Context: an optimization exercise on an open-source flow, tuned for a short achievable clock period and few clock cycles. The choices shown serve that exercise and are no tape-out recipe.
Only simulation tests tie the RTL to the original design; equivalence was not proved.
Power figures rest on the tool's default switching activity, not on a simulated workload.

## flow/config.mk

```make
export PLATFORM = sky130hd
export DESIGN_NAME = fde_core
export DESIGN_NICKNAME = fde_core
export VERILOG_FILES = /design/flow/design.v
export SDC_FILE = /design/flow/constraint.sdc
export NUM_CORES = 4
export LEC_CHECK = 0
export CAP_MARGIN = 20
export CORE_MARGIN = 2
export CORE_UTILIZATION = 40
export PLACE_DENSITY = 0.6
export SLEW_MARGIN = 20
```

## flow/constraint.sdc

```tcl
create_clock -name core_clock -period 7.0 [get_ports {clk}]
set_input_delay 1.4000 -clock core_clock [delete_from_list [all_inputs] [get_ports {clk}]]
set_output_delay 1.4000 -clock core_clock [all_outputs]
set_load 0.01 [all_outputs]
```

## flow/design.v

```verilog
module fde_core (
    input  wire        clk,
    input  wire        rst,            
    input  wire [7:0]  key,            
    output reg  [7:0]  mem_addr,
    output wire        mem_we,
    output wire [15:0] mem_wdata,
    input  wire [15:0] mem_rdata,
    output reg  [15:0] out_data,
    output reg         out_valid,
    output reg  [15:0] disp_data,
    output reg         disp_data_valid,
    output reg  [15:0] disp_ctrl,
    output reg         disp_ctrl_valid,
    output reg         halted,
    output reg  [1:0]  fault,
    output reg  [15:0] fault_info
);
    localparam [1:0] FAULT_NONE        = 2'd0;
    localparam [1:0] FAULT_INVALID_OP  = 2'd1;
    localparam [1:0] FAULT_ADDR_RANGE  = 2'd3;
    localparam [7:0] OP_NOP = 8'h00, OP_LDA = 8'h01, OP_ADD = 8'h02, OP_SUB = 8'h03,
                     OP_STA = 8'h04, OP_LDI = 8'h05, OP_JMP = 8'h06, OP_JC  = 8'h07,
                     OP_JZ  = 8'h08, OP_SHL = 8'h09, OP_SHR = 8'h0A, OP_KEY = 8'h0B,
                     OP_OUT = 8'h0E, OP_HLT = 8'h0F, OP_PSH = 8'h10, OP_POP = 8'h11,
                     OP_CAL = 8'h12, OP_RET = 8'h13, OP_LSP = 8'h14, OP_DSD = 8'h15,
                     OP_DSC = 8'h16;
    reg [7:0]  pc;         
    reg [15:0] reg_a;
    reg [15:0] reg_b;
    reg        carry;
    reg        zero;
    reg [3:0]  sp;
    reg [3:0]  sp_m1;      
    reg        have;       
    reg [7:0]  ir_op;
    reg [7:0]  ir_opd;
    reg d_lda, d_add, d_sub, d_sta, d_psh, d_pop, d_cal, d_ret;
    reg d_jmp, d_jc, d_jz;
    reg d_ldi, d_key, d_shl, d_shr, d_out, d_dsd, d_dsc, d_lsp, d_hlt, d_bad;
    reg post_add, post_sub;
    wire [7:0] f_op = mem_rdata[15:8];
    wire e_dir  = have & (d_lda | d_add | d_sub | d_sta);
    wire e_push = have & (d_psh | d_cal);
    wire e_pop  = have & (d_pop | d_ret);
    wire e_mem  = e_dir | e_push | e_pop;
    wire e_jump = have & (d_jmp | (d_jc & carry) | (d_jz & zero));
    always @* begin
        if (e_dir | e_jump) mem_addr = ir_opd;
        else if (e_push)    mem_addr = {4'hF, sp};
        else if (e_pop)     mem_addr = {4'hF, sp_m1};
        else                mem_addr = pc;
    end
    assign mem_we    = !halted & have & (d_sta | d_psh | d_cal);
    assign mem_wdata = d_cal ? {8'd0, pc} : reg_a;
    wire [16:0] alu_sum  = {1'b0, reg_a} + {1'b0, reg_b};
    wire [16:0] alu_diff = {1'b0, reg_a} - {1'b0, reg_b};
    wire [15:0] alu_res  = post_sub ? alu_diff[15:0] : alu_sum[15:0];
    wire        alu_c    = post_sub ? ~alu_diff[16] : alu_sum[16];
    always @(posedge clk) begin
        if (rst) begin
            pc              <= 8'd0;
            reg_a           <= 16'd0;
            reg_b           <= 16'd0;
            carry           <= 1'b0;
            zero            <= 1'b0;
            sp              <= 4'd0;
            sp_m1           <= 4'hF;
            have            <= 1'b0;
            ir_op           <= 8'd0;
            ir_opd          <= 8'd0;
            {d_lda, d_add, d_sub, d_sta, d_psh, d_pop, d_cal, d_ret} <= 8'd0;
            {d_jmp, d_jc, d_jz} <= 3'd0;
            {d_ldi, d_key, d_shl, d_shr, d_out, d_dsd, d_dsc, d_lsp, d_hlt, d_bad} <= 10'd0;
            post_add        <= 1'b0;
            post_sub        <= 1'b0;
            halted          <= 1'b0;
            fault           <= FAULT_NONE;
            fault_info      <= 16'd0;
            out_data        <= 16'd0;
            out_valid       <= 1'b0;
            disp_data       <= 16'd0;
            disp_data_valid <= 1'b0;
            disp_ctrl       <= 16'd0;
            disp_ctrl_valid <= 1'b0;
        end else begin
            out_valid       <= 1'b0;
            disp_data_valid <= 1'b0;
            disp_ctrl_valid <= 1'b0;
            post_add        <= 1'b0;
            post_sub        <= 1'b0;
            if (!halted) begin
                if (post_add | post_sub) begin
                    reg_a <= alu_res;
                    carry <= alu_c;
                    zero  <= (alu_res == 16'd0);
                end
                if (e_mem) begin
                    have <= 1'b0;
                    if (d_lda) reg_a <= mem_rdata;
                    if (d_add | d_sub) reg_b <= mem_rdata;
                    post_add <= d_add;
                    post_sub <= d_sub;
                    if (d_psh | d_cal) begin
                        sp    <= sp + 4'd1;
                        sp_m1 <= sp;
                    end
                    if (d_cal) pc <= ir_opd;
                    if (d_pop) begin
                        sp    <= sp_m1;
                        sp_m1 <= sp_m1 - 4'd1;
                        reg_a <= mem_rdata;
                    end
                    if (d_ret) begin
                        if (mem_rdata[15:8] != 8'd0) begin
                            halted     <= 1'b1;
                            fault      <= FAULT_ADDR_RANGE;
                            fault_info <= mem_rdata;
                        end else begin
                            sp    <= sp_m1;
                            sp_m1 <= sp_m1 - 4'd1;
                            pc    <= mem_rdata[7:0];
                        end
                    end
                end else begin
                    if (have) begin
                        if (d_ldi) reg_a <= {8'd0, ir_opd};
                        if (d_key) reg_a <= {8'd0, key};
                        if (d_shl) begin
                            reg_a <= {reg_a[14:0], 1'b0};
                            carry <= reg_a[15];
                            zero  <= (reg_a[14:0] == 15'd0);
                        end
                        if (d_shr) begin
                            reg_a <= {1'b0, reg_a[15:1]};
                            carry <= reg_a[0];
                            zero  <= (reg_a[15:1] == 15'd0);
                        end
                        if (d_out) begin
                            out_data  <= reg_a;
                            out_valid <= 1'b1;
                        end
                        if (d_dsd) begin
                            disp_data       <= reg_a;
                            disp_data_valid <= 1'b1;
                        end
                        if (d_dsc) begin
                            disp_ctrl       <= reg_a;
                            disp_ctrl_valid <= 1'b1;
                        end
                        if (d_lsp) begin
                            sp    <= reg_a[3:0];
                            sp_m1 <= reg_a[3:0] - 4'd1;
                        end
                        if (d_hlt) halted <= 1'b1;
                        if (d_bad) begin
                            halted     <= 1'b1;
                            fault      <= FAULT_INVALID_OP;
                            fault_info <= {8'd0, ir_op};
                        end
                    end
                    have   <= 1'b1;
                    pc     <= mem_addr + 8'd1;
                    ir_op  <= f_op;
                    ir_opd <= mem_rdata[7:0];
                    d_lda  <= (f_op == OP_LDA);
                    d_add  <= (f_op == OP_ADD);
                    d_sub  <= (f_op == OP_SUB);
                    d_sta  <= (f_op == OP_STA);
                    d_psh  <= (f_op == OP_PSH);
                    d_pop  <= (f_op == OP_POP);
                    d_cal  <= (f_op == OP_CAL);
                    d_ret  <= (f_op == OP_RET);
                    d_jmp  <= (f_op == OP_JMP);
                    d_jc   <= (f_op == OP_JC);
                    d_jz   <= (f_op == OP_JZ);
                    d_ldi  <= (f_op == OP_LDI);
                    d_key  <= (f_op == OP_KEY);
                    d_shl  <= (f_op == OP_SHL);
                    d_shr  <= (f_op == OP_SHR);
                    d_out  <= (f_op == OP_OUT);
                    d_dsd  <= (f_op == OP_DSD);
                    d_dsc  <= (f_op == OP_DSC);
                    d_lsp  <= (f_op == OP_LSP);
                    d_hlt  <= (f_op == OP_HLT);
                    d_bad  <= (f_op == 8'h0C) | (f_op == 8'h0D) | (f_op > 8'h16);
                end
            end
        end
    end
endmodule
```

## flow/run.sh

```bash
#!/bin/bash
# synth_recipe.tcl (not shown) runs the flow's synth.tcl, then flattens the netlist and writes it again
# the make line also repeats each setting of config.mk as NAME=value (left out here)
make -C /OpenROAD-flow-scripts/flow DESIGN_CONFIG=/design/flow/config.mk WORK_HOME=/design/flow/orfs CLKGATE_MAP_FILE= SYNTH_SCRIPT=/design/flow/synth_recipe.tcl finish
```

==> flow_metrics.env, run 1 <==
export IMPL_critical_path_endpoint="mem_addr[2]"
export IMPL_cts_made_buffers=17
export IMPL_use_met3=0.04801
export IMPL_area_growth_pct=19.53
export IMPL_layout_setup_ws_ns=2.733
export IMPL_yosys_top_cells_area="dfxtp_1 (32%), nand2_1 (10%), a21oi_1 (8.6%)"
export IMPL_ctsHtreeMaxLevel=4
export IMPL_antenna_cells=0
export IMPL_start_kind="flop"
export IMPL_regToRegSetupSlack_ns=3.35
export IMPL_row_count=57
export IMPL_stdcell_count=1777
export IMPL_ir_worst_vdd_mv=0.1675
export IMPL_rsz0062_at_grt="false"
export IMPL_final_nets=1506
export IMPL_worstPathArrival_ns=2.87
export IMPL_tightest_slew_ns=0.8912
export IMPL_grt_pass1_wl_um=56000
export IMPL_period_needed_ns=4.267
export IMPL_grt_pass1_vias=9617
export IMPL_yosys_area_top_type_share=0.3200
export IMPL_remaining_drc_errors=0
export IMPL_min_period_over_period=0.6096
export IMPL_dieArea_mm2=0.02630
export IMPL_drive_above_1_share=0.05712
export IMPL_synth_most_common_cell="nand2_1"
export IMPL_ctsLongestPathBuffers=2
export IMPL_endpoint_kind="output pin"
export IMPL_yosysWarnings=1
export IMPL_drtPass1Iterations=6
export IMPL_finalSetupViolations=0
export IMPL_timing_hold_worst_start="disp_ctrl[2]$_SDFFE_PP0P_"
export IMPL_ys_top_cells_by_count="nand2_1 (275), a21oi_1 (172), dfxtp_1 (160)"
export IMPL_relSlewSlack=0.4047
export IMPL_tns_ns=0
export IMPL_cts_root_buf="clkbuf_16"
export IMPL_synth_edff_count=0
export IMPL_clk_insertion_delay_late_ns=0.43
export IMPL_synth_async_reset_ratio=0
export IMPL_wl_per_cell_um=20.15
export IMPL_track_usage=0.2721
export IMPL_cp_startpoint="d_cal$_SDFFE_PP0P_"
export IMPL_die_w_um=162.2
export IMPL_power_density_mw_per_mm2=196.8
export IMPL_ioPinCount=121
export IMPL_slew_violations=0
export IMPL_via_per_inst=5.791
export IMPL_ant_nets=0
export IMPL_syn_inst=1399
export IMPL_regToRegStartpoint="reg_a[1]$_SDFFE_PP0N_"
export IMPL_dp_hpwl_um=25220
export IMPL_cts_resized_gates=0
export IMPL_ys_seq_elements=160
export IMPL_crit_fanout=24
export IMPL_gr_total_overflow=0
export IMPL_critPathRequiredTime_ns=5.60
export IMPL_avgSynthCellArea_um2=7.154
export IMPL_hold_violations=0
export IMPL_wl_um=35810
export IMPL_post_cts_buffers=0
export IMPL_clkTransAtPathRegs_ns=0.06
export IMPL_drt_iter0_markers=1116
export IMPL_max_freq_mhz=234.3
export IMPL_leakagePower_nw=4.354
export IMPL_ys_seq_area_frac=0.3200
export IMPL_r2r_end="reg_a[12]$_SDFFE_PP0N_"
export IMPL_dp_slack_ns=2.747
export IMPL_fp_dieH_um=162.2
export IMPL_start_util=0.4091
export IMPL_ys_flop_type="dfxtp_1"
export IMPL_syn_area_mm2=0.01001
export IMPL_hold_class="reg -> reg"
export IMPL_place_gp_congestion=0.9042
export IMPL_maxCapViolCount=0
export IMPL_synth_largest_area_cell="dfxtp_1"
export IMPL_status="complete, no violations"
export IMPL_antenna_found_initial=0
export IMPL_cts_tree="built"
export IMPL_place_inst=1746
export IMPL_busiest_layer="met2"
export IMPL_core_area_mm2=0.02446
export IMPL_use_met2=0.4137
export IMPL_syn_nets=1464
export IMPL_crit_type="reg -> out"
export IMPL_reg2reg_depth=10
export IMPL_ctsHoldBuffers=0
export IMPL_grt_start_max_net_pins=82
export IMPL_ys_types=78
export IMPL_io_buffers=120
export IMPL_globalRouteMet1Util=0.3971
export IMPL_fin_skew_ns=0.01121
export IMPL_power_total_mw=2.354
export IMPL_cts_sinks=160
export IMPL_vias=10291
==> through the flow <==
stage	cell area, µm²	utilization	hold slack (ns)
after floorplan	10010	-	0.4366
after global placement	11310	0.4623	0.4432
after detailed placement	11310	0.4623	0.4475
after CTS	11960	0.4890	0.4563
after global routing	11960	0.4890	0.4717
final	11960	0.4890	0.4542
==> critical path, cell delays in order, from the launching register on <==
cell	delay, ns
dfxtp_1	0.55
buf_4	0.40
or2_2	0.29
a221oi_1	0.15
o31ai_4	0.43
clkdlybuf4s50_1	0.61
==> worst min-delay path by stage <==
| stage | cells past startpoint | end | slack (ns) |
|---|---|---|---|
| CTS | 2 | disp_ctrl[2]$_SDFFE_PP0P_ | 0.46 |
| global placement | 2 | disp_ctrl[2]$_SDFFE_PP0P_ | 0.44 |
| global route | 2 | out_data[11]$_SDFFE_PP0P_ | 0.47 |
| finish | 2 | disp_ctrl[2]$_SDFFE_PP0P_ | 0.45 |
| detailed placement | 2 | out_data[11]$_SDFFE_PP0P_ | 0.45 |
| floorplan | 2 | ir_op[0]$_SDFFE_PP0P_ | 0.44 |
==> cells by family after synthesis <==
family | Yosys count | share of synthesized area
AND/OR/NAND/NOR | 568 | 0.2512
adder cells (fa/ha/maj) | 39 | 0.05026
XOR/XNOR | 22 | 0.01925
AO/OA/AOI/OAI | 420 | 0.2698
buffers and inverters | 166 | 0.06488
multiplexers | 24 | 0.02463
flip-flops | 160 | 0.3200
==> state kept, by name, indices dropped and copies added (netlist names), 2 cells and up <==
signal	flops
reg_b	16
fault	2
fault_info	16
ir_opd	8
reg_a	16
disp_ctrl	16
disp_data	16
pc	8
out_data	16
sp_m1	4
ir_op	8
sp	4
==> cell type report <==
cell class / count / area, µm²
fillers: 2466 / 12500
multi-input cells: 1073 / 6170
flip-flops and latches: 160 / 3204
repair buffers: 139 / 1341
clock buffers: 17 / 425.4
well taps: 324 / 405.4
clock inverters: 14 / 229.0
inverters: 50 / 187.7
==> per-layer routing <==
metal / routed length, µm / vias to the layer above
met4: 652 / 0
li1: - / 5013
met5: 0 / -
met1: 16740 / 4854
met3: 2470 / 46
met2: 15950 / 378
==> layout by cell type (no fill, tap or decap), types with 6 or more instances in the layout <==
cell / n
a22oi_1: 15
nor3_1: 33
ha_1: 37
nand3_1: 29
nor2b_1: 17
and2_1: 6
dfxtp_1: 159
nand4_1: 14
inv_1: 48
nand2_1: 275
clkdlybuf4s50_1: 119
nor2_1: 127
or2_2: 8
xnor2_1: 16
a31oi_1: 18
o21ai_0: 60
nand2b_1: 11
a221oi_1: 11
o31a_1: 7
nor4_1: 8
clkbuf_16: 17
buf_4: 20
a211oi_1: 17
xor2_1: 6
a21oi_1: 171
and3_1: 14
mux2i_1: 19
o21a_1: 6
a21o_1: 15
or3_1: 7
a311oi_1: 16
o211ai_1: 19
==> report_power, final <==
| group | switching (mW) | internal, mW |
|---|---|---|
| clock network | 0.411 | 0.640 |
| registers | 0.0368 | 0.934 |
| logic | 0.208 | 0.124 |
| total | 0.656 | 1.70 |
Testbench counts, summed over its fixed seeds: cycles 30,075.
==> inputs of run 2 (changes only) <==
--- a/flow/config.mk
+++ b/flow/config.mk
@@ -5,8 +5,10 @@
 export SDC_FILE = /design/flow/constraint.sdc
 export NUM_CORES = 4
 export LEC_CHECK = 0
+export ABC_CLOCK_PERIOD_IN_PS = 2500
 export CAP_MARGIN = 20
 export CORE_MARGIN = 2
 export CORE_UTILIZATION = 40
 export PLACE_DENSITY = 0.6
+export SETUP_SLACK_MARGIN = 4.5
 export SLEW_MARGIN = 20
==> flow_metrics.env, run 2 <==
export IMPL_max_freq_mhz=282.4
export IMPL_finalSetupViolations=0
export IMPL_hold_class="reg -> reg"
export IMPL_crit_slowest_cell="or4_4"
export IMPL_vias=11565
export IMPL_drtPass1Iterations=6
export IMPL_synth_largest_area_cell="dfxtp_1"
export IMPL_antenna_found_initial=0
export IMPL_stdcell_count=1909
export IMPL_nFillCells=2170
export IMPL_crit_fanout=6
export IMPL_syn_nets=1464
export IMPL_hold_violations=0
export IMPL_slew_violations=0
export IMPL_yosys_area_top_type_share=0.3200
export IMPL_tightest_slew_ns=0.8523
export IMPL_synth_edff_count=0
export IMPL_grt_pass1_wl_um=61540
export IMPL_multi_input_area_mm2=0.007436
export IMPL_min_period_over_period=0.5059
export IMPL_remaining_drc_errors=0
export IMPL_via_per_inst=6.058
export IMPL_synth_async_reset_ratio=0
export IMPL_cts_tree="built"
export IMPL_track_usage=0.2999
export IMPL_wl_per_cell_um=21.89
export IMPL_ctsHtreeMaxLevel=4
export IMPL_avgSynthCellArea_um2=7.154
export IMPL_area_growth_pct=46.23
export IMPL_ys_top_cells_by_count="nand2_1 (275), a21oi_1 (172), dfxtp_1 (160)"
export IMPL_gr_total_overflow=0
export IMPL_maxCapViolCount=0
export IMPL_worstPathArrival_ns=2.14
export IMPL_wl_um=41790
export IMPL_drt_iter0_markers=1473
export IMPL_place_gp_congestion=0.9086
export IMPL_syn_area_mm2=0.01001
export IMPL_drive_above_1_share=0.2871
export IMPL_synth_simple_area_share=0.2512
export IMPL_ys_seq_area_frac=0.3200
export IMPL_io_buffers=120
export IMPL_fin_skew_ns=0.01832
export IMPL_die_w_um=162.2
export IMPL_core_area_mm2=0.02446
export IMPL_synth_top_family_by_area="compound AO/OA/AOI/OAI gates"
export IMPL_ant_nets=0
export IMPL_endpoint_kind="output pin"
export IMPL_relSlewSlack=0.4297
export IMPL_period_needed_ns=3.542
export IMPL_fp_dieH_um=162.2
export IMPL_yosys_top_cells_area="dfxtp_1 (32%), nand2_1 (10%), a21oi_1 (8.6%)"
export IMPL_ctsLongestPathBuffers=2
export IMPL_cts_made_buffers=17
export IMPL_ys_flop_type="dfxtp_1"
export IMPL_place_inst=1742
export IMPL_leakagePower_nw=5.799
export IMPL_cts_sinks=160
export IMPL_synth_xor_area_frac=0.01925
export IMPL_start_kind="flop"
export IMPL_dp_hpwl_um=25300
export IMPL_cp_slowest_stage_delay_ns=0.59
export IMPL_antenna_cells=0
export IMPL_tns_ns=0
export IMPL_ys_seq_elements=160
export IMPL_cts_root_buf="clkbuf_16"
export IMPL_synth_compound_area_frac=0.2698
export IMPL_power_density_mw_per_mm2=165.4
export IMPL_clkTransAtPathRegs_ns=0.08
export IMPL_start_util=0.4091
export IMPL_crit_type="reg -> out"
export IMPL_grt_pass1_vias=10563
export IMPL_rsz0062_at_grt="true"
export IMPL_synthAdderAreaFrac=0.05026
export IMPL_synth_most_common_cell="nand2_1"
export IMPL_register_area_mm2=0.003286
export IMPL_row_count=57
export IMPL_critPathRequiredTime_ns=5.60
export IMPL_synth_mux_area_frac=0.02463
export IMPL_syn_inst=1399
export IMPL_yosysWarnings=1
export IMPL_dieArea_mm2=0.02630
export IMPL_path_cells="or4_4, o41a_1, o22a_2, buf_6"
export IMPL_ys_types=78
export IMPL_layout_commonest_cell="nand2_1"
export IMPL_clk_insertion_delay_late_ns=0.44
export IMPL_mostFrequentLayoutCells="nand2_1 (267), a21oi_1 (156), dfxtp_1 (126), nor2_1 (109), buf_4 (96)"
export IMPL_status="complete, no violations"
export IMPL_ir_worst_vdd_mv=0.1791
export IMPL_final_nets=1637
export IMPL_grt_start_max_net_pins=106
export IMPL_ioPinCount=121
run 2: changes by cell type in the layout (fill, tap and decap cells not counted), sizes merged:
cell	change
bufbuf	+2
buf	+154
clkdlybuf4s15	+26
clkinvlp	+1
bufinv	-5
clkdlybuf4s50	-103
o21a	+1
clkinv	+5
dlygate4sd2	+39
nor2	+2
clkbuf	+9
nor2b	+1
run 2: worst max-delay path, delay by kind of cell (launching register included):
family                 cells  cell delay (ns)
buffers and inverters      1             0.13
AO/OA/AOI/OAI              2             0.66
AND/OR/NAND/NOR            1             0.59
flip-flops                 1             0.33
run 2: worst paths after layout:
kind                                                start                        end  slack (ns)  cells after the start
worst max register to register        post_sub$_SDFF_PP0_     reg_a[12]$_SDFFE_PP0N_        4.32                      8
worst min-delay path            disp_data[3]$_SDFFE_PP0P_  disp_data[3]$_SDFFE_PP0P_        0.46                      2
worst max-delay path                   d_sub$_SDFFE_PP0P_                mem_addr[4]        3.46                      4
worst min register to register  disp_data[3]$_SDFFE_PP0P_  disp_data[3]$_SDFFE_PP0P_        0.46                      2
run 2: area by class of cell:
type	instances	area share
Timing Repair Buffer	266	0.1853
Clock inverter	15	0.01128
Tap cell	324	0.02770
Sequential cell	160	0.2245
Multi-Input combinational cell	1077	0.5081
Inverter	50	0.01411
Clock buffer	17	0.02907
run 2: what timing repair did:
action | in CTS | in global routing
setup buffers | 84 | 40
resized for setup | 463 | 179
hold buffers | 0 | 0
pin swaps | 56 | 69
gates cloned | 5 | 6
setup endpoints to repair | 255 | 189
run 2: through the flow:
| step | power [mW] | instance area, µm² | worst slack (ns) | hold slack (ns) | utilization |
|---|---|---|---|---|---|
| finish | 2.421 | 14640 | 3.458 | 0.4550 | 0.5983 |
| floorplan | 1.202 | 10270 | 3.999 | 0.4366 | - |
| CTS | 2.360 | 13590 | 3.410 | 0.4538 | 0.5554 |
| detailed placement | 1.334 | 11470 | 2.718 | 0.4463 | 0.4691 |
| global placement | 1.333 | 11470 | 2.735 | 0.4424 | 0.4691 |
| global route | 2.502 | 14640 | 3.409 | 0.4671 | 0.5983 |
run 2: per-layer routing:
metal  routed length [µm]  vias to the layer above  part of all wire  track usage
met2                18960                      632              0.45       0.4663
li1                     -                     5285                 -            -
met4                 1481                        0             0.035       0.1006
met5                    0                        -                 0            0
met1                17670                     5523              0.42       0.4230
met3                 3670                      125             0.088      0.04801
run 2: logic make-up after synthesis:
group	count (synthesis)
xor gates and xnor gates	22
adders and majority gates	39
AOI/OAI and AO/OA	420
muxes	24
and+or+nand+nor	568
buffers and inverters	166
DFF	160
run 2: power breakdown:
part | internal, mW | leakage (nW) | switching [mW]
Clock | 0.478 | 0.283 | 0.461
Sequential | 0.930 | 1.32 | 0.0347
Combinational | 0.231 | 4.20 | 0.285
Total | 1.64 | 5.80 | 0.781

## what the ideal ports hide
The results above use ideal ports. As a check the final layouts listed here were re-extracted and re-timed, cells and wires unchanged.
Step 1 assumes that a clkbuf_16 drives the clock port and a buf_2 every other input.
Step 2 times the ports against the registers' clock, not the clock port: input delays grow and output delays shrink by t, the midpoint of the rising clock arrivals with the driver on.
a / b / c = ideal ports / drivers / drivers and shift; a / b = the first two.
run	shift t [ns]	setup WS [ns]	worst setup path after step 2	worst register clock-pin slew, ns	worst data-port slew with drivers (ns)
run 1	0.469	2.733 / 2.686 / 2.657	input to register	0.07 / 0.07	0.04
run 2	0.481	3.458 / 3.412 / 3.871	input to register	0.08 / 0.08	0.06
After both steps setup and hold are still met in every run listed. The setup slack of run 1, which loses most, moves by -0.047 ns with the drivers and by -0.076 ns with both steps.
